From an optimization exercise on the open Yosys and OpenROAD flow, aimed at small area, a short achievable clock period and few clock cycles per item; shortcuts taken in it are not production practice.
The RTL was checked by simulation tests, not by an equivalence proof against the original design.
Power is estimated from default activity; no workload was simulated.

[flow/config.mk]
export PLATFORM = sky130hd
export DESIGN_NAME = wd0_core
export DESIGN_NICKNAME = wd0_core
export VERILOG_FILES = /design/flow/design.v
export SDC_FILE = /design/flow/constraint.sdc
export NUM_CORES = 4
export LEC_CHECK = 0
export CAP_MARGIN = 20
export CORE_MARGIN = 2
export CORE_UTILIZATION = 40
export SLEW_MARGIN = 20
export SYNTH_MEMORY_MAX_BITS = 4096
[flow/constraint.sdc]
create_clock -name core_clock -period 9.0 [get_ports {clk}]
set_input_delay 1.8000 -clock core_clock [delete_from_list [all_inputs] [get_ports {clk}]]
set_output_delay 1.8000 -clock core_clock [all_outputs]
set_load 0.01 [all_outputs]
[flow/design.v]
module wd0_core (
    input  wire        clk,
    input  wire        rst,
    input  wire        cmd_valid,
    output wire        cmd_ready,
    input  wire [1:0]  cmd_op,
    input  wire [7:0]  cmd_addr,
    input  wire [15:0] cmd_data,
    output wire        rsp_valid,
    output wire [7:0]  rsp_res,
    output wire [7:0]  rsp_rdata,
    output wire [7:0]  rsp_a,
    output wire [7:0]  rsp_x,
    output wire [7:0]  rsp_y,
    output wire [7:0]  rsp_sp,
    output wire [7:0]  rsp_p,
    output wire [15:0] rsp_pc
);
    localparam [1:0] CMD_EXEC   = 2'd0;
    localparam [1:0] CMD_MEM_WR = 2'd1;
    localparam [1:0] CMD_MEM_RD = 2'd2;
    localparam [1:0] CMD_REG_WR = 2'd3;
    localparam [5:0] OP_LDA = 6'd0,  OP_LDX = 6'd1,  OP_LDY = 6'd2;
    localparam [5:0] OP_STA = 6'd3,  OP_STX = 6'd4,  OP_STY = 6'd5;
    localparam [5:0] OP_TAX = 6'd6,  OP_TAY = 6'd7,  OP_TXA = 6'd8;
    localparam [5:0] OP_TYA = 6'd9,  OP_TSX = 6'd10, OP_TXS = 6'd11;
    localparam [5:0] OP_PHA = 6'd12, OP_PHP = 6'd13, OP_PLA = 6'd14;
    localparam [5:0] OP_PLP = 6'd15, OP_AND = 6'd16, OP_EOR = 6'd17;
    localparam [5:0] OP_ORA = 6'd18, OP_BIT = 6'd19, OP_INC = 6'd20;
    localparam [5:0] OP_INX = 6'd21, OP_INY = 6'd22, OP_DEX = 6'd23;
    localparam [5:0] OP_DEY = 6'd24, OP_ASL = 6'd25, OP_LSR = 6'd26;
    localparam [5:0] OP_ROL = 6'd27, OP_ROR = 6'd28, OP_CLC = 6'd29;
    localparam [5:0] OP_CLD = 6'd30, OP_CLI = 6'd31, OP_CLV = 6'd32;
    localparam [5:0] OP_SEC = 6'd33, OP_SED = 6'd34, OP_SEI = 6'd35;
    localparam [5:0] OP_NOP = 6'd36;
    localparam [5:0] OP_FIRST_UNIMPL = 6'd37;
    localparam FC = 0, FZ = 1, FI = 2, FD = 3, FB = 4, FV = 6, FN = 7;
    reg [7:0]  mem [0:255];
    reg [7:0]  a_q, x_q, y_q, sp_q, p_q;
    reg [15:0] pc_q;
    reg        rsp_valid_q;
    reg [7:0]  res_q;
    reg [7:0]  rdata_q;
    assign cmd_ready = 1'b1;
    wire fire = cmd_valid && cmd_ready;
    wire [5:0] op = cmd_data[15:10];
    wire       t  = cmd_data[8];
    wire [7:0] v  = cmd_data[7:0];
    wire op_unimpl = (op >= OP_FIRST_UNIMPL);
    wire op_imm_or_addr = (op <= OP_STY) || (op == OP_AND) || (op == OP_EOR) ||
                          (op == OP_ORA) || (op == OP_INC);
    wire op_pop = (op == OP_PLA) || (op == OP_PLP);
    wire [7:0] sp_dec = sp_q - 8'd1;
    reg  [7:0] rd_addr;
    always @(*) begin
        if (cmd_op == CMD_MEM_RD)
            rd_addr = cmd_addr;
        else if (op_pop)
            rd_addr = sp_dec;
        else
            rd_addr = v;
    end
    wire [7:0] rd_data = mem[rd_addr];
    wire [7:0] sh_old = t ? a_q : rd_data;
    reg [7:0]  a_n, x_n, y_n, sp_n, p_n;
    reg [15:0] pc_n;
    reg        mem_we;
    reg [7:0]  mem_wa, mem_wd;
    reg [7:0]  res_n;
    reg [7:0]  r;
    always @(*) begin
        a_n    = a_q;
        x_n    = x_q;
        y_n    = y_q;
        sp_n   = sp_q;
        p_n    = p_q;
        pc_n   = pc_q;
        mem_we = 1'b0;
        mem_wa = v;
        mem_wd = 8'd0;
        res_n  = 8'd0;
        r      = 8'd0;
        case (cmd_op)
        CMD_EXEC: begin
            if (op_unimpl) begin
                res_n = {op, 2'b01};
            end else if (op_imm_or_addr && t) begin
                res_n = {op, 2'b10};
            end else begin
                case (op)
                OP_LDA: a_n = v;
                OP_LDX: x_n = v;
                OP_LDY: y_n = v;
                OP_STA: begin mem_we = 1'b1; mem_wd = a_q; end
                OP_STX: begin mem_we = 1'b1; mem_wd = x_q; end
                OP_STY: begin mem_we = 1'b1; mem_wd = y_q; end
                OP_TAX: x_n = a_q;
                OP_TAY: y_n = a_q;
                OP_TXA: a_n = x_q;
                OP_TYA: a_n = y_q;
                OP_TSX: x_n = sp_q;
                OP_TXS: sp_n = x_q;
                OP_PHA: begin
                    mem_we = 1'b1; mem_wa = sp_q; mem_wd = a_q;
                    sp_n = sp_q + 8'd1;
                end
                OP_PHP: begin
                    mem_we = 1'b1; mem_wa = sp_q; mem_wd = p_q;
                    sp_n = sp_q + 8'd1;
                end
                OP_PLA: begin sp_n = sp_dec; a_n = rd_data; end
                OP_PLP: begin sp_n = sp_dec; p_n = rd_data; end
                OP_AND, OP_EOR, OP_ORA: begin
                    if (op == OP_AND)      r = a_q & rd_data;
                    else if (op == OP_EOR) r = a_q ^ rd_data;
                    else                   r = a_q | rd_data;
                    p_n[FN] = r[7];
                    p_n[FZ] = (r == 8'd0);
                end
                OP_BIT: ;
                OP_INC: begin
                    r = rd_data + 8'd1;
                    mem_we = 1'b1; mem_wd = r;
                    p_n[FN] = r[7];
                    p_n[FZ] = (r == 8'd0);
                end
                OP_INX, OP_DEX: begin
                    r = (op == OP_INX) ? x_q + 8'd1 : x_q - 8'd1;
                    x_n = r;
                    p_n[FN] = r[7];
                    p_n[FZ] = (r == 8'd0);
                end
                OP_INY, OP_DEY: begin
                    r = (op == OP_INY) ? y_q + 8'd1 : y_q - 8'd1;
                    y_n = r;
                    p_n[FN] = r[7];
                    p_n[FZ] = (r == 8'd0);
                end
                OP_ASL, OP_LSR, OP_ROL, OP_ROR: begin
                    case (op)
                    OP_ASL, OP_ROL: begin r = {sh_old[6:0], 1'b0};     p_n[FC] = sh_old[7]; end
                    OP_LSR:         begin r = {1'b0, sh_old[7:1]};     p_n[FC] = sh_old[0]; end
                    default:        begin r = {p_q[FC], sh_old[7:1]};  p_n[FC] = sh_old[0]; end
                    endcase
                    if (t) a_n = r;
                    else begin mem_we = 1'b1; mem_wd = r; end
                end
                OP_CLC: p_n[FC] = 1'b0;
                OP_CLD: p_n[FD] = 1'b0;
                OP_CLI: p_n[FI] = 1'b0;
                OP_CLV: p_n[FV] = 1'b0;
                OP_SEC: p_n[FC] = 1'b1;
                OP_SED: p_n[FD] = 1'b1;
                OP_SEI: p_n[FI] = 1'b1;
                default: ;  
                endcase
            end
        end
        CMD_MEM_WR: begin
            mem_we = 1'b1; mem_wa = cmd_addr; mem_wd = cmd_data[7:0];
        end
        CMD_MEM_RD: ;
        default: begin  
            case (cmd_addr[2:0])
            3'd0: a_n  = cmd_data[7:0];
            3'd1: x_n  = cmd_data[7:0];
            3'd2: y_n  = cmd_data[7:0];
            3'd3: sp_n = cmd_data[7:0];
            3'd4: p_n  = cmd_data[7:0];
            3'd5: pc_n = cmd_data;
            default: ;
            endcase
        end
        endcase
    end
    always @(posedge clk) begin
        if (fire) begin
            a_q  <= a_n;
            x_q  <= x_n;
            y_q  <= y_n;
            sp_q <= sp_n;
            p_q  <= p_n;
            pc_q <= pc_n;
            if (mem_we)
                mem[mem_wa] <= mem_wd;
            res_q   <= res_n;
            rdata_q <= rd_data;
        end
    end
    always @(posedge clk) begin
        if (rst)
            rsp_valid_q <= 1'b0;
        else
            rsp_valid_q <= fire;
    end
    assign rsp_valid = rsp_valid_q;
    assign rsp_res   = res_q;
    assign rsp_rdata = rdata_q;
    assign rsp_a     = a_q;
    assign rsp_x     = x_q;
    assign rsp_y     = y_q;
    assign rsp_sp    = sp_q;
    assign rsp_p     = p_q;
    assign rsp_pc    = pc_q;
endmodule
[flow/run.sh]
#!/bin/bash
# synth_recipe.tcl (not shown) runs the flow's synth.tcl, then flattens the netlist and writes it again
# the make line also repeats each setting of config.mk as NAME=value (left out here)
make -C /OpenROAD-flow-scripts/flow DESIGN_CONFIG=/design/flow/config.mk WORK_HOME=/design/flow/orfs CLKGATE_MAP_FILE= SYNTH_SCRIPT=/design/flow/synth_recipe.tcl finish
==> results of run 1 <==
[sequential cells by signal, summed over array words and instances, names as in the netlist]
register,cells
x_q,8
rsp_valid_q,1
mem,2048
res_q,8
y_q,8
a_q,8
rdata_q,8
p_q,8
sp_q,8
pc_q,16
[metrics by stage]
step                      hold WS (ns)  setup TNS, ns  setup slack (ns)  power (W)
after floorplan                  0.741          -4.23           -0.0165     0.0122
after global placement           0.855         -0.121            -0.121     0.0133
after detailed placement         0.866          -1.24            -0.128     0.0133
after CTS                        0.876              0             0.770     0.0221
after global routing             0.927              0             0.385     0.0226
final                            0.901              0             0.549     0.0221
[worst min-delay path by stage]
stage	from	endpoint	slack, ns	cells after the start
2_1_floorplan	x_q[2]	sp_q[2]	0.74	2
3_3_place_gp	x_q[6]	sp_q[6]	0.85	2
3_5_place_dp	x_q[6]	sp_q[6]	0.87	2
4_1_cts	x_q[5]	sp_q[5]	0.88	2
5_1_grt	x_q[5]	sp_q[5]	0.93	2
6_report	x_q[5]	sp_q[5]	0.90	2
[Yosys cell counts, drive strengths merged (34+ instances only)]
master   number  area (sq um)
nand2      1195          4500
inv          83           312
buf         292          1810
nand4        53           362
ha           38           475
clkbuf      186           702
a2111oi      36           322
a31oi       168          1050
a221oi       34           304
a21oi       188           945
a311oi      131          1150
a22oi        61           458
mux4         65          1510
mux2i       164          1640
nor2        389          1470
a211oi      225          1710
and3        166          1040
o21ai        94           474
edfxtp     2120         63700
nand3       385          1940
[power by group]
| group | internal (W) | switching (W) |
|---|---|---|
| combinational | 0.000687 | 0.00164 |
| clock | 0.00501 | 0.00389 |
| sequential | 0.0108 | 0.0000131 |
| total | 0.0165 | 0.00554 |
[kinds of logic (layout without fill, tap and decap cells)]
| logic type | Yosys count | count (layout) | share of synthesized area [%] |
|---|---|---|---|
| XOR/XNOR | 32 | 32 | 0.315 |
| AND/OR/NAND/NOR | 2326 | 2326 | 11.5 |
| multiplexers | 233 | 233 | 3.58 |
| adder cells (fa/ha/maj) | 40 | 40 | 0.579 |
| buffers and inverters | 564 | 985 | 3.18 |
| other | 1 | 2 | 0.00421 |
| flip-flops | 2121 | 2121 | 71.5 |
| AO/OA/AOI/OAI | 1156 | 1156 | 9.34 |
[final cells by class]
type	count	area, sq um
clock inverters	139	1510
diodes	1	2.50
flip-flops and latches	2121	63700
well taps	2975	3720
inverters	86	328
repair buffers	510	5170
clock buffers	250	5430
multi-input cells	3788	22800
fillers	19200	119000
[worst min-delay path, cell delays in order, from the launching register on]
cell      delay (ns)
edfxtp_1        0.54
a21oi_1         0.11
a21oi_1         0.13
[routing by layer]
metal  up-vias  share of wire [%]  wire, microns
met4        18                6.0          18400
met2      3733                 45         136000
li1      25300                  -              -
met3       776                 11          33300
met5         -              0.042            128
met1     30400                 38         117000
[cells in the final DEF, fill, tap and decap left out, drive strengths merged, types with 65 or more instances in the layout]
cell           instances
edfxtp              2120
nand2               1195
buf                  409
nor2                 389
nand3                385
clkbuf               250
a211oi               225
a21oi                188
a31oi                168
and3                 166
mux2i                164
a311oi               131
clkinv               106
clkdlybuf4s50        101
o21ai                 94
inv                   89
mux4                  65
==> results.py, run 1 <==
metrics = {
    "run_status": {
        "status": "no timing/DRC/antenna violations",
    },
    "placed_design": {
        "io_buffers": 101,
        "dpl-instance-area_sq_mm": 0.0957,
        "gp_congestion": 0.977,
        "place_inst": 9479,
        "dp_hpwl_mm": 199,
    },
    "drt": {
        "dr.pass1.iters": 8,
        "vias": 60300,
        "drtIter0Drc": 8234,
        "drtAntennaViolNets": 0,
        "wl_per_cell_microns": 30.9,
        "drc": 0,
        "routed_wl_mm": 305,
        "detail_route.vias_per_cell": 6.11,
    },
    "floorplanning": {
        "chipHeight_microns": 476,
        "initial_utilization_pct": 40.2,
        "ios": 103,
        "rows": 173,
        "core-area_sq_mm": 0.222,
        "die_area_sq_mm": 0.226,
        "die_w_microns": 476,
    },
    "timing": {
        "fin_skew_ns": 0.0757,
        "period_share_pct": 93.9,
        "max_freq_mhz": 118,
        "finalCriticalPeriod_ns": 8.45,
        "setup_viol": 0,
        "tightest_slew_ns": 1.16,
        "rsz0062_at_grt": "false",
        "hold_viol": 0,
        "relSlewSlack_pct": 22.5,
        "slew_viol_final": 0,
    },
    "clock_tree": {
        "ctsResizeCount": 0,
        "clk_pin_slew_ns": 0.06,
        "clk-insertion-delay-late_ns": 0.91,
        "cts_buffers": 210,
        "cts_root_buf": "clkbuf_16",
        "cts_setup_buffers": 0,
        "htreeDepth": 4,
        "cts_tree": "built",
        "cts.path.max_buffers": 3,
        "cts_sinks": 2121,
        "cts_hold_buf": 0,
    },
    "power_and_ir_drop": {
        "max-vdd-ir-drop_mv": 0.172,
        "p_leak_nw": 36.3,
        "powerDensity_mw_per_mm2": 215,
    },
    "global_route": {
        "grt.met2_usage_pct": 40.3,
        "antenna_found_initial": 9,
        "grtUsageMet1_pct": 35.1,
        "grt_util_met3_pct": 6.80,
        "grt_pass1_vias": 56400,
        "grt_pass1_wl_mm": 430,
        "grt_start_max_net_pins": 100,
        "grt_util_all_layers_pct": 26.5,
        "overflow": 0,
        "busiest_layer": "met2",
    },
    "synth": {
        "netlist_area_sq_mm": 0.0891,
        "synth-seq-cells": 2121,
        "yosysUniqueCellTypes": 108,
        "ys_async_sr_fraction_pct": 0,
        "syn-instance-count": 6473,
        "syn_avg_cell_area_sq_um": 13.8,
        "synth_edf_count": 2120,
        "yosysWarnings": 1,
        "synth.net_count": 6542,
        "seq_area_frac_synth_pct": 71.5,
        "ys.flop_type": "edfxtp_1",
    },
    "setup_path": {
        "crit_fanout": 40,
        "reg2reg_slack_ns": 1.46,
        "cp-startpoint": "cmd_op[0]",
        "cpPeakStageDelay_ns": 0.73,
        "path_buf_inv": 7,
        "endpoint_kind": "register",
        "reg2reg_from": "sp_q[0]",
        "slowest_stage": "nor4_1",
        "crit_type": "in2reg",
        "cp_data_arrival_time_ns": 9.18,
        "reg2reg_depth": 25,
        "crit_end": "p_q[1]",
        "timing.rr.end": "p_q[1]",
        "start_kind": "input pin",
        "path_delay_family": "simple AND/OR/NAND/NOR gates",
        "cp.depth": 26,
        "crit_required_ns": 9.73,
    },
    "cells_and_area": {
        "layout.nets": 6786,
        "area_growth_pct": 15.3,
        "fin_cells": 9870,
        "drive_gt1_share_pct": 12.3,
        "layout.core_utilization_pct": 46.3,
        "final_area_sq_mm": 0.103,
    },
    "run": {
        "max_cap_violations": 0,
    },
    "hold_path": {
        "hold_class": "reg2reg",
    },
}
Testbench counts, summed over its fixed seeds: cycles 24,008, items 24,000.
==> run 2: changes to the inputs <==
--- a/flow/design.v
+++ b/flow/design.v
@@ -35,37 +35,121 @@
     localparam [5:0] OP_NOP = 6'd36;
     localparam [5:0] OP_FIRST_UNIMPL = 6'd37;
     localparam FC = 0, FZ = 1, FI = 2, FD = 3, FB = 4, FV = 6, FN = 7;
-    reg [7:0]  mem [0:255];
     reg [7:0]  a_q, x_q, y_q, sp_q, p_q;
     reg [15:0] pc_q;
     reg        rsp_valid_q;
     reg [7:0]  res_q;
     reg [7:0]  rdata_q;
     assign cmd_ready = 1'b1;
-    wire fire = cmd_valid && cmd_ready;
-    wire [5:0] op = cmd_data[15:10];
-    wire       t  = cmd_data[8];
-    wire [7:0] v  = cmd_data[7:0];
+    wire fire = cmd_valid;
+    reg  [7:0]  fsp_q;                  
+    reg         r_v;                    
+    reg  [1:0]  r_cop;
+    reg  [15:0] r_data;
+    reg  [2:0]  r_sel;
+    reg  [7:0]  r_maddr;
+    wire [7:0] x_n_e;                   
+    wire [5:0] c_op = cmd_data[15:10];
+    wire       c_exec = (cmd_op == CMD_EXEC);
+    wire       c_push = c_exec && (c_op == OP_PHA || c_op == OP_PHP);
+    wire       c_pop  = c_exec && (c_op == OP_PLA || c_op == OP_PLP);
+    wire       c_spwr = (cmd_op == CMD_REG_WR) && (cmd_addr[2:0] == 3'd3);
+    wire       r_txs  = r_v && (r_cop == CMD_EXEC) && (r_data[15:10] == OP_TXS);
+    wire [7:0] base   = r_txs ? x_n_e : fsp_q;
+    wire [7:0] base_m = r_txs ? x_n_e - 8'd1 : fsp_q - 8'd1;
+    reg [7:0] c_maddr;
+    always @(*) begin
+        if (cmd_op == CMD_MEM_WR || cmd_op == CMD_MEM_RD)
+            c_maddr = cmd_addr;
+        else if (c_push)
+            c_maddr = base;
+        else if (c_pop)
+            c_maddr = base_m;
+        else
+            c_maddr = cmd_data[7:0];
+    end
+    always @(posedge clk) begin
+        if (fire) begin
+            if (c_spwr)      fsp_q <= cmd_data[7:0];
+            else if (c_push) fsp_q <= base + 8'd1;
+            else if (c_pop)  fsp_q <= base_m;
+            else             fsp_q <= base;
+        end else begin
+            fsp_q <= base;
+        end
+    end
+    reg r_rsp, e_rsp;
+    always @(posedge clk) begin
+        r_v     <= fire;
+        r_rsp   <= fire && !rst;
+        r_cop   <= cmd_op;
+        r_data  <= cmd_data;
+        r_sel   <= cmd_addr[2:0];
+        r_maddr <= c_maddr;
+    end
+    reg        e_v;
+    reg  [1:0] e_cop;
+    reg [15:0] e_data;
+    reg  [2:0] e_sel;
+    reg  [7:0] e_maddr;
+    reg  [7:0] e_rd;
+    reg        w_en;
+    reg  [7:0] w_addr, w_data;
+    wire       e_we;                    
+    reg  [7:0] mem_wd;                  
+    wire [7:0] l0 [0:255];
+    wire [7:0] l1 [0:63];
+    wire [7:0] l2 [0:15];
+    wire [7:0] l3 [0:3];
+    genvar gi;
+    generate
+        for (gi = 0; gi < 256; gi = gi + 1) begin : row
+            reg [7:0] q;
+            always @(posedge clk)
+                if (w_en && w_addr == gi)
+                    q <= w_data;
+            assign l0[gi] = q;
+        end
+        for (gi = 0; gi < 64; gi = gi + 1) begin : rd1
+            assign l1[gi] = r_maddr[1] ? (r_maddr[0] ? l0[4*gi+3] : l0[4*gi+2])
+                                       : (r_maddr[0] ? l0[4*gi+1] : l0[4*gi]);
+        end
+        for (gi = 0; gi < 16; gi = gi + 1) begin : rd2
+            assign l2[gi] = r_maddr[3] ? (r_maddr[2] ? l1[4*gi+3] : l1[4*gi+2])
+                                       : (r_maddr[2] ? l1[4*gi+1] : l1[4*gi]);
+        end
+        for (gi = 0; gi < 4; gi = gi + 1) begin : rd3
+            assign l3[gi] = r_maddr[5] ? (r_maddr[4] ? l2[4*gi+3] : l2[4*gi+2])
+                                       : (r_maddr[4] ? l2[4*gi+1] : l2[4*gi]);
+        end
+    endgenerate
+    wire [7:0] arr_rd = r_maddr[7] ? (r_maddr[6] ? l3[3] : l3[2])
+                                   : (r_maddr[6] ? l3[1] : l3[0]);
+    always @(posedge clk) begin
+        e_v     <= r_v;
+        e_rsp   <= r_rsp && !rst;
+        e_cop   <= r_cop;
+        e_data  <= r_data;
+        e_sel   <= r_sel;
+        e_maddr <= r_maddr;
+        if (e_we && e_maddr == r_maddr)
+            e_rd <= mem_wd;
+        else if (w_en && w_addr == r_maddr)
+            e_rd <= w_data;
+        else
+            e_rd <= arr_rd;
+    end
+    wire [5:0] op = e_data[15:10];
+    wire       t  = e_data[8];
+    wire [7:0] v  = e_data[7:0];
+    wire [7:0] rd_data = e_rd;
     wire op_unimpl = (op >= OP_FIRST_UNIMPL);
     wire op_imm_or_addr = (op <= OP_STY) || (op == OP_AND) || (op == OP_EOR) ||
                           (op == OP_ORA) || (op == OP_INC);
-    wire op_pop = (op == OP_PLA) || (op == OP_PLP);
-    wire [7:0] sp_dec = sp_q - 8'd1;
-    reg  [7:0] rd_addr;
-    always @(*) begin
-        if (cmd_op == CMD_MEM_RD)
-            rd_addr = cmd_addr;
-        else if (op_pop)
-            rd_addr = sp_dec;
-        else
-            rd_addr = v;
-    end
-    wire [7:0] rd_data = mem[rd_addr];
     wire [7:0] sh_old = t ? a_q : rd_data;
     reg [7:0]  a_n, x_n, y_n, sp_n, p_n;
     reg [15:0] pc_n;
     reg        mem_we;
-    reg [7:0]  mem_wa, mem_wd;
     reg [7:0]  res_n;
     reg [7:0]  r;
     always @(*) begin
@@ -76,11 +160,10 @@
         p_n    = p_q;
         pc_n   = pc_q;
         mem_we = 1'b0;
-        mem_wa = v;
         mem_wd = 8'd0;
         res_n  = 8'd0;
         r      = 8'd0;
-        case (cmd_op)
+        case (e_cop)
         CMD_EXEC: begin
             if (op_unimpl) begin
                 res_n = {op, 2'b01};
@@ -101,15 +184,15 @@
                 OP_TSX: x_n = sp_q;
                 OP_TXS: sp_n = x_q;
                 OP_PHA: begin
-                    mem_we = 1'b1; mem_wa = sp_q; mem_wd = a_q;
+                    mem_we = 1'b1; mem_wd = a_q;
                     sp_n = sp_q + 8'd1;
                 end
                 OP_PHP: begin
-                    mem_we = 1'b1; mem_wa = sp_q; mem_wd = p_q;
+                    mem_we = 1'b1; mem_wd = p_q;
                     sp_n = sp_q + 8'd1;
                 end
-                OP_PLA: begin sp_n = sp_dec; a_n = rd_data; end
-                OP_PLP: begin sp_n = sp_dec; p_n = rd_data; end
+                OP_PLA: begin sp_n = sp_q - 8'd1; a_n = rd_data; end
+                OP_PLP: begin sp_n = sp_q - 8'd1; p_n = rd_data; end
                 OP_AND, OP_EOR, OP_ORA: begin
                     if (op == OP_AND)      r = a_q & rd_data;
                     else if (op == OP_EOR) r = a_q ^ rd_data;
@@ -157,41 +240,44 @@
             end
         end
         CMD_MEM_WR: begin
-            mem_we = 1'b1; mem_wa = cmd_addr; mem_wd = cmd_data[7:0];
+            mem_we = 1'b1; mem_wd = e_data[7:0];
         end
         CMD_MEM_RD: ;
         default: begin  
-            case (cmd_addr[2:0])
-            3'd0: a_n  = cmd_data[7:0];
-            3'd1: x_n  = cmd_data[7:0];
-            3'd2: y_n  = cmd_data[7:0];
-            3'd3: sp_n = cmd_data[7:0];
-            3'd4: p_n  = cmd_data[7:0];
-            3'd5: pc_n = cmd_data;
+            case (e_sel)
+            3'd0: a_n  = e_data[7:0];
+            3'd1: x_n  = e_data[7:0];
+            3'd2: y_n  = e_data[7:0];
+            3'd3: sp_n = e_data[7:0];
+            3'd4: p_n  = e_data[7:0];
+            3'd5: pc_n = e_data;
             default: ;
             endcase
         end
         endcase
     end
-    always @(posedge clk) begin
-        if (fire) begin
+    assign e_we  = e_v && mem_we;
+    assign x_n_e = e_v ? x_n : x_q;
+    always @(posedge clk) begin
+        if (e_v) begin
             a_q  <= a_n;
             x_q  <= x_n;
             y_q  <= y_n;
             sp_q <= sp_n;
             p_q  <= p_n;
             pc_q <= pc_n;
-            if (mem_we)
-                mem[mem_wa] <= mem_wd;
             res_q   <= res_n;
             rdata_q <= rd_data;
         end
+        w_en   <= e_we;
+        w_addr <= e_maddr;
+        w_data <= mem_wd;
     end
     always @(posedge clk) begin
         if (rst)
             rsp_valid_q <= 1'b0;
         else
-            rsp_valid_q <= fire;
+            rsp_valid_q <= e_v && e_rsp;
     end
     assign rsp_valid = rsp_valid_q;
     assign rsp_res   = res_q;
==> run 2 against run 1 <==
- fmax rose by 69%
- wire length fell by 29%
- count of clock-buffer cells in the layout rose by 35
- sequential power rose by 6%
- hold slack got worse by 0.58 ns
- critical path depth fell by 16
- sequential cell count rose by 95
- first-iteration DRC count fell by 43%
- via count fell by 28%
- die area fell by 0.87%
- synthesized cell count fell by 34%
- non-clock buffer count fell by 337
- critical path type is now reg2reg
- largest power group unchanged
==> results.py, run 2 <==
metrics = {
    "floorplanning": {
        "die_area_sq_mm": 0.225,
        "chipHeight_microns": 474,
        "core-area_sq_mm": 0.220,
        "initial_utilization_pct": 40.2,
        "die_w_microns": 474,
        "ios": 103,
        "rows": 172,
    },
    "global_route": {
        "grtUsageMet1_pct": 27.5,
        "grt_start_max_net_pins": 190,
        "grt_pass1_vias": 43800,
        "grt_pass1_wl_mm": 317,
        "overflow": 0,
        "grt_util_met3_pct": 3.46,
        "busiest_layer": "met2",
        "grt_util_all_layers_pct": 19.4,
        "antenna_found_initial": 6,
        "grt.met2_usage_pct": 30.9,
    },
    "placed_design": {
        "dp_hpwl_mm": 130,
        "place_inst": 7061,
        "io_buffers": 101,
        "gp_congestion": 0.904,
    },
    "synth": {
        "synth_edf_count": 2112,
        "ys_async_sr_fraction_pct": 0,
        "synth_top_area_cell": "edfxtp_1",
        "ys.flop_type": "edfxtp_1",
        "syn-instance-count": 4270,
        "synth.most_common_cell": "edfxtp_1",
        "yosysTopAreaCellShare_pct": 71.8,
        "yosysUniqueCellTypes": 90,
        "synth.net_count": 4348,
        "netlist_area_sq_mm": 0.0883,
        "ys_top_cells_by_area": "edfxtp_1 (72%), mux4_2 (17%), dfxtp_1 (2.4%), nor2_1 (1.4%), clkbuf_1 (0.72%)",
        "synth-seq-cells": 2216,
        "yosysWarnings": 1,
        "synth_common_cells": "edfxtp_1 (2112), mux4_2 (676), nor2_1 (338)",
        "seq_area_frac_synth_pct": 74.2,
        "syn_avg_cell_area_sq_um": 20.7,
    },
    "setup_path": {
        "crit_fanout": 47,
        "crit_required_ns": 9.74,
        "endpoint_kind": "register",
        "crit_type": "reg2reg",
        "cp_data_arrival_time_ns": 5.74,
        "start_kind": "register",
    },
    "power_and_ir_drop": {
        "combinationalPowerShare_pct": 9.0,
        "finalPower_w": 0.0222,
        "p_leak_nw": 29.8,
        "p_clk_share_pct": 38.9,
        "max-vdd-ir-drop_mv": 0.238,
        "intPower_w": 0.0171,
        "p_switching_w": 0.00518,
        "sequentialPowerShare_pct": 52.1,
        "switching_share_pct": 23.3,
        "powerDensity_mw_per_mm2": 224,
    },
    "timing": {
        "tightest_slew_ns": 1.13,
        "hold_viol": 0,
        "period_share_pct": 55.5,
        "relSlewSlack_pct": 24.4,
        "slew_viol_final": 0,
        "finalCriticalPeriod_ns": 5.00,
        "setup_viol": 0,
        "fin_skew_ns": 0.0377,
        "tns_ns": 0,
        "rsz0062_at_grt": "false",
        "max_freq_mhz": 200,
    },
    "clock_tree": {
        "cts_root_buf": "clkbuf_16",
        "cts_sinks": 2216,
        "clk_pin_slew_ns": 0.07,
        "cts_setup_buffers": 0,
        "clk-insertion-delay-late_ns": 0.86,
        "cts_hold_buf": 0,
        "htreeDepth": 4,
        "ctsResizeCount": 0,
        "cts_tree": "built",
        "cts_buffers": 214,
        "cts.path.max_buffers": 3,
    },
    "run": {
        "max_cap_violations": 0,
    },
    "run_status": {
        "status": "no timing/DRC/antenna violations",
    },
    "drt": {
        "detail_route.vias_per_cell": 5.81,
        "vias": 43300,
        "drc": 0,
        "drtIter0Drc": 4665,
        "routed_wl_mm": 218,
        "drtAntennaViolNets": 0,
        "wl_per_cell_microns": 29.2,
        "dr.pass1.iters": 5,
    },
    "cells_and_area": {
        "largest_reg_flops": 2048,
        "layout.nets": 4487,
        "layout_commonest_cell": "edfxtp_1",
        "drive_gt1_share_pct": 24.1,
        "fin_cells": 7457,
        "largest_register": "row.q",
        "final_cell_mix": "edfxtp_1 (2112), mux4_2 (676), nor2_1 (326), clkbuf_16 (216), nand2_1 (116)",
        "area_growth_pct": 12.6,
    },
    "hold_path": {
        "hold_class": "reg2reg",
    },
}
-- run 2: cell types whose count changed in the layout (fill, tap and decap cells not counted), sizes merged, moves of 49 or more --
cell	delta
and3	-154
buf	-337
nand2	-1079
a311oi	-128
mux4	+611
mux2i	-154
nand3	-350
a211oi	-216
nor2	-49
a21oi	-115
dfxtp	+103
a31oi	-147
-- run 2: worst paths after layout --
check / cells past startpoint / start / to / slack, ns
setup / recovery: 10 / r_maddr[1] / e_rd[6] / 4.00
hold / removal: 0 / r_data[4] / e_data[4] / 0.32
setup reg to reg: 10 / r_maddr[1] / e_rd[6] / 4.00
hold reg to reg: 0 / r_data[4] / e_data[4] / 0.32
-- run 2: cell families after synthesis --
family	Yosys count	share of synthesized area (%)
AOI/OAI and AO/OA	341	2.63
xor gates and xnor gates	51	0.521
adders and majority gates	49	0.720
buffers and inverters	298	1.37
DFF	2216	74.2
muxes	693	17.4
other	1	0.00425
and+or+nand+nor	621	3.12
-- run 2: layer usage --
metal  routed length, microns  part of all wire [%]
met5                       45                 0.021
met4                     6150                   2.8
met3                    14600                   6.7
met2                   105000                    48
met1                    91600                    42
-- run 2: layout make-up --
| cell class | instances | area [sq um] |
|---|---|---|
| fill | 18300 | 120000 |
| sequential | 2216 | 65600 |
| multi-input combinational | 1756 | 21700 |
| clock buffer | 285 | 5730 |
| tap | 2871 | 3590 |
| timing repair buffer | 173 | 1710 |
| clock inverter | 107 | 970 |
| inverter | 48 | 180 |
| antenna | 1 | 2.50 |
-- run 2: stage by stage --
step | util, % | area, sq um | hold WS, ns | setup slack, ns
after detailed placement | 42.2 | 92600 | 0.312 | 4.10
after global placement | 42.2 | 92600 | 0.310 | 4.07
after floorplan | - | 88300 | 0.310 | 4.75
final | 45.3 | 99400 | 0.324 | 4.00
after global routing | 45.3 | 99400 | 0.334 | 3.85
after CTS | 45.2 | 99300 | 0.325 | 4.07
-- run 2: power groups by stage --
| stage | sequential (W) | clock (W) | combinational, W |
|---|---|---|---|
| after floorplan | 0.0117 | 0 | 0.00138 |
| after global placement | 0.0118 | 0 | 0.00201 |
| after detailed placement | 0.0118 | 0 | 0.00201 |
| after CTS | 0.0116 | 0.00879 | 0.00202 |
| after global routing | 0.0116 | 0.00919 | 0.00213 |
| final | 0.0116 | 0.00865 | 0.00200 |
-- run 2: critical path: stages, from the launching register on --
cell and delay [ns]:
dfxtp_4 0.82, buf_4 0.59, buf_4 0.67, mux4_2 0.41
mux4_2 0.55, mux4_2 0.59, a22oi_1 0.54, a21oi_1 0.16
a21oi_1 0.17, nor2_1 0.06, a21o_1 0.17
Testbench counts of run 2, summed over its fixed seeds: cycles 24,024, items 24,000.
==> run 3: changes to the inputs <==
--- a/flow/config.mk
+++ b/flow/config.mk
@@ -7,6 +7,7 @@
 export LEC_CHECK = 0
 export CAP_MARGIN = 20
 export CORE_MARGIN = 2
-export CORE_UTILIZATION = 40
+export CORE_UTILIZATION = 60
+export SETUP_SLACK_MARGIN = 5
 export SLEW_MARGIN = 20
 export SYNTH_MEMORY_MAX_BITS = 4096
==> run 3 against run 2 <==
- sequential share of layout area barely moved
- core utilization rose by 23 points
- cell area barely moved
- area after synthesis did not move
- combinational power rose by 6%
- sequential power barely moved
- critical path type unchanged
- largest cell class unchanged
- highest routed layer unchanged
==> results.py, run 3 <==
metrics = {
    "run_status": {
        "status": "no timing/DRC/antenna violations",
    },
    "placed_design": {
        "dpl-instance-area_sq_mm": 0.0915,
        "gp_congestion": 0.905,
        "pre_cts_slack_ns": 4.18,
        "dp_hpwl_mm": 126,
        "io_buffers": 101,
        "place_inst": 6107,
    },
    "setup_path": {
        "path_delay_family": "multiplexers",
        "path_buf_inv": 1,
        "cpPeakStageDelay_ns": 0.68,
        "cp-startpoint": "r_maddr[1]",
        "slowest_stage": "dfxtp_4",
        "cp_cell_sequence": "buf_16 > mux4_2 > mux4_2 > mux4_2 > a22oi_1 > a21oi_1 > a21oi_1 > nor2_1 > a21o_1",
        "timing.rr.end": "e_rd[6]",
        "crit_fanout": 130,
        "crit_type": "reg2reg",
        "start_kind": "register",
        "reg2reg_slack_ns": 4.98,
        "reg2reg_depth": 9,
        "endpoint_kind": "register",
        "cp_common_cell": "mux4_2",
        "reg2reg_from": "r_maddr[1]",
        "crit_required_ns": 9.73,
        "cp_data_arrival_time_ns": 4.75,
    },
    "floorplanning": {
        "die_area_sq_mm": 0.150,
        "core-area_sq_mm": 0.146,
        "die_w_microns": 388,
        "chipHeight_microns": 388,
        "ios": 103,
        "rows": 140,
        "initial_utilization_pct": 60.5,
    },
    "synth": {
        "seq_area_frac_synth_pct": 74.2,
        "synth.most_common_cell": "edfxtp_1",
        "ys_async_sr_fraction_pct": 0,
        "synth.net_count": 4348,
        "ys.flop_type": "edfxtp_1",
        "synth-compound-area-share_pct": 2.63,
        "synthSimpleGateAreaFrac_pct": 3.12,
        "synth_top_area_cell": "edfxtp_1",
        "yosysWarnings": 1,
        "synth_top_family_by_area": "multiplexers",
        "syn-instance-count": 4270,
        "yosysTopAreaCellShare_pct": 71.8,
        "synth_xor_xnor_area_share_pct": 0.521,
        "synth_common_cells": "edfxtp_1 (2112), mux4_2 (676), nor2_1 (338)",
        "yosysUniqueCellTypes": 90,
        "synth_mux_area_share_pct": 17.4,
        "synth-seq-cells": 2216,
        "ys_top_cells_by_area": "edfxtp_1 (72%), mux4_2 (17%), dfxtp_1 (2.4%), nor2_1 (1.4%), clkbuf_1 (0.72%)",
        "syn_avg_cell_area_sq_um": 20.7,
        "netlist_area_sq_mm": 0.0883,
        "synth_edf_count": 2112,
        "synth_fa_ha_area_share_pct": 0.720,
    },
    "clock_tree": {
        "cts_tree": "built",
        "cts.path.max_buffers": 3,
        "cts_buffers": 215,
        "cts_hold_buf": 0,
        "clk-insertion-delay-late_ns": 0.85,
        "cts_sinks": 2216,
        "cts_root_buf": "clkbuf_16",
        "clk_pin_slew_ns": 0.06,
        "htreeDepth": 4,
    },
    "timing": {
        "slew_viol_final": 0,
        "hold_slack_ns": 0.305,
        "relSlewSlack_pct": 23.3,
        "tightest_slew_ns": 1.15,
        "setup_viol": 0,
        "max_freq_mhz": 249,
        "finalCriticalPeriod_ns": 4.02,
        "hold_viol": 0,
        "tns_ns": 0,
        "period_share_pct": 44.6,
        "fin_skew_ns": 0.0377,
        "rsz0062_at_grt": "true",
        "setup_slack_ns": 4.98,
    },
    "global_route": {
        "grt_pass1_wl_mm": 313,
        "antenna_found_initial": 5,
        "grt_util_all_layers_pct": 29.1,
        "grt_start_max_net_pins": 218,
        "overflow": 0,
        "grt_pass1_vias": 43400,
    },
    "cells_and_area": {
        "largest_register": "row.q",
        "final_cell_mix": "edfxtp_1 (2112), mux4_2 (676), nor2_1 (323), clkbuf_16 (222), nand2_1 (114)",
        "layout.nets": 4517,
        "largest_reg_flops": 2048,
        "final_area_sq_mm": 0.0995,
        "drive_gt1_share_pct": 25.9,
        "fin_cells": 6540,
        "layout_commonest_cell": "edfxtp_1",
        "area_growth_pct": 12.6,
    },
    "power_and_ir_drop": {
        "max-vdd-ir-drop_mv": 0.186,
        "p_switching_w": 0.00520,
        "sequentialPowerShare_pct": 51.1,
        "intPower_w": 0.0175,
        "switching_share_pct": 22.9,
        "p_leak_nw": 30.3,
        "p_clk_share_pct": 39.6,
        "combinationalPowerShare_pct": 9.3,
        "powerDensity_mw_per_mm2": 228,
    },
    "drt": {
        "vias": 44000,
        "drc": 0,
        "routed_wl_mm": 217,
        "detail_route.vias_per_cell": 6.73,
        "drtIter0Drc": 5331,
        "drtAntennaViolNets": 0,
        "wl_per_cell_microns": 33.2,
        "dr.pass1.iters": 7,
    },
    "hold_path": {
        "min_from": "r_sel[2]",
        "hold_class": "reg2reg",
        "hold_end": "e_sel[2]",
        "worstHoldPathCells": 0,
    },
    "run": {
        "max_cap_violations": 0,
    },
}
-- run 3: cell count changes in the layout (fill, tap and decap cells not counted), moves of 8 or more --
cell       previous run  this run
clkinv_2             35        44
clkinv_1             40        50
clkbuf_1             62        38
bufinv_16            12        23
dfxtp_1              90        80
buf_4                56        64
buf_16                1        11
-- run 3: final cells by class --
type	count	area [sq um]
clock buffer	266	5730
antenna	1	2.50
fill	9248	46500
sequential	2216	65600
tap	1917	2400
inverter	48	188
multi-input combinational	1756	21900
timing repair buffer	202	2330
clock inverter	134	1350
-- run 3: power by group through the flow --
stage	sequential (W)	combinational, W	clock, W
2_1_floorplan	0.0117	0.00138	0
3_3_place_gp	0.0118	0.00200	0
3_5_place_dp	0.0118	0.00201	0
4_1_cts	0.0116	0.00209	0.00909
5_1_grt	0.0116	0.00224	0.00950
6_report	0.0116	0.00212	0.00898
-- run 3: layer usage --
metal | global-route usage [%] | part of all wire (%) | up-vias
li1 | - | - | 18100
met2 | 45.5 | 48 | 2170
met1 | 43.9 | 41 | 23400
met3 | 4.72 | 8.2 | 339
met4 | 6.75 | 2.1 | 6
met5 | 0 | 0.017 | -
-- run 3: timing repair --
| item | in CTS | in global routing |
|---|---|---|
| pin swaps | 1 | 13 |
| cloned | 5 | 3 |
| setup endpoints to repair | 27 | 20 |
| buffers inserted | 9 | 12 |
| gates resized for setup | 34 | 38 |
-- run 3: logic make-up (layout without fill, tap and decap cells) --
kind of cell,count (synthesis),count (layout)
AOI/OAI and AO/OA,341,341
muxes,693,693
buffers and inverters,298,650
other,1,2
xor gates and xnor gates,51,51
DFF,2216,2216
and+or+nand+nor,621,621
adders and majority gates,49,49
-- run 3: worst max-delay path by stage --
stage	endpoint	slack [ns]	cells after the start
global placement	e_rd[5]	4.10	10
floorplan	fsp_q[7]	5.31	16
global route	r_maddr[7]	4.93	15
detailed placement	e_rd[5]	4.18	10
finish	e_rd[6]	4.98	9
CTS	rsp_x[5]	5.00	1
-- run 3: metrics by stage --
step	util (%)	total power [W]
6_report	68.2	0.0227
5_1_grt	68.2	0.0233
4_1_cts	67.8	0.0227
3_5_place_dp	62.7	0.0138
3_3_place_gp	62.7	0.0138
2_1_floorplan	-	0.0131

-- what the ideal ports hide --
How much do the figures lean on ideal ports? The routed layouts below were timed once more, with nothing changed but the port constraints. Step 1: set_driving_cell puts a clkbuf_16 on clk and a buf_2 on each other input, an assumption about the parent block. Step 2 moves the port delays by t, midway between the first and last clock arrival at a register: inputs arrive t later, outputs are due t later. That takes back most of the time a late clock gives input paths. Three values: ideal ports, drivers, drivers and shift; two values: the first two.
run	t, ns	slack for setup (ns)	latest minus earliest clock arrival (ns)
run 1	0.967	0.549 / 0.618 / -0.349	0.076 / 0.076
run 2	0.932	4.002 / 4.002 / 4.002	0.041 / 0.041
run 3	0.912	4.983 / 4.926 / 4.917	0.040 / 0.040
With both steps, setup timing fails in run 1, where it was met with ideal ports. The setup slack of run 1, which loses most, moves by +0.069 ns with the drivers and by -0.898 ns with both steps.
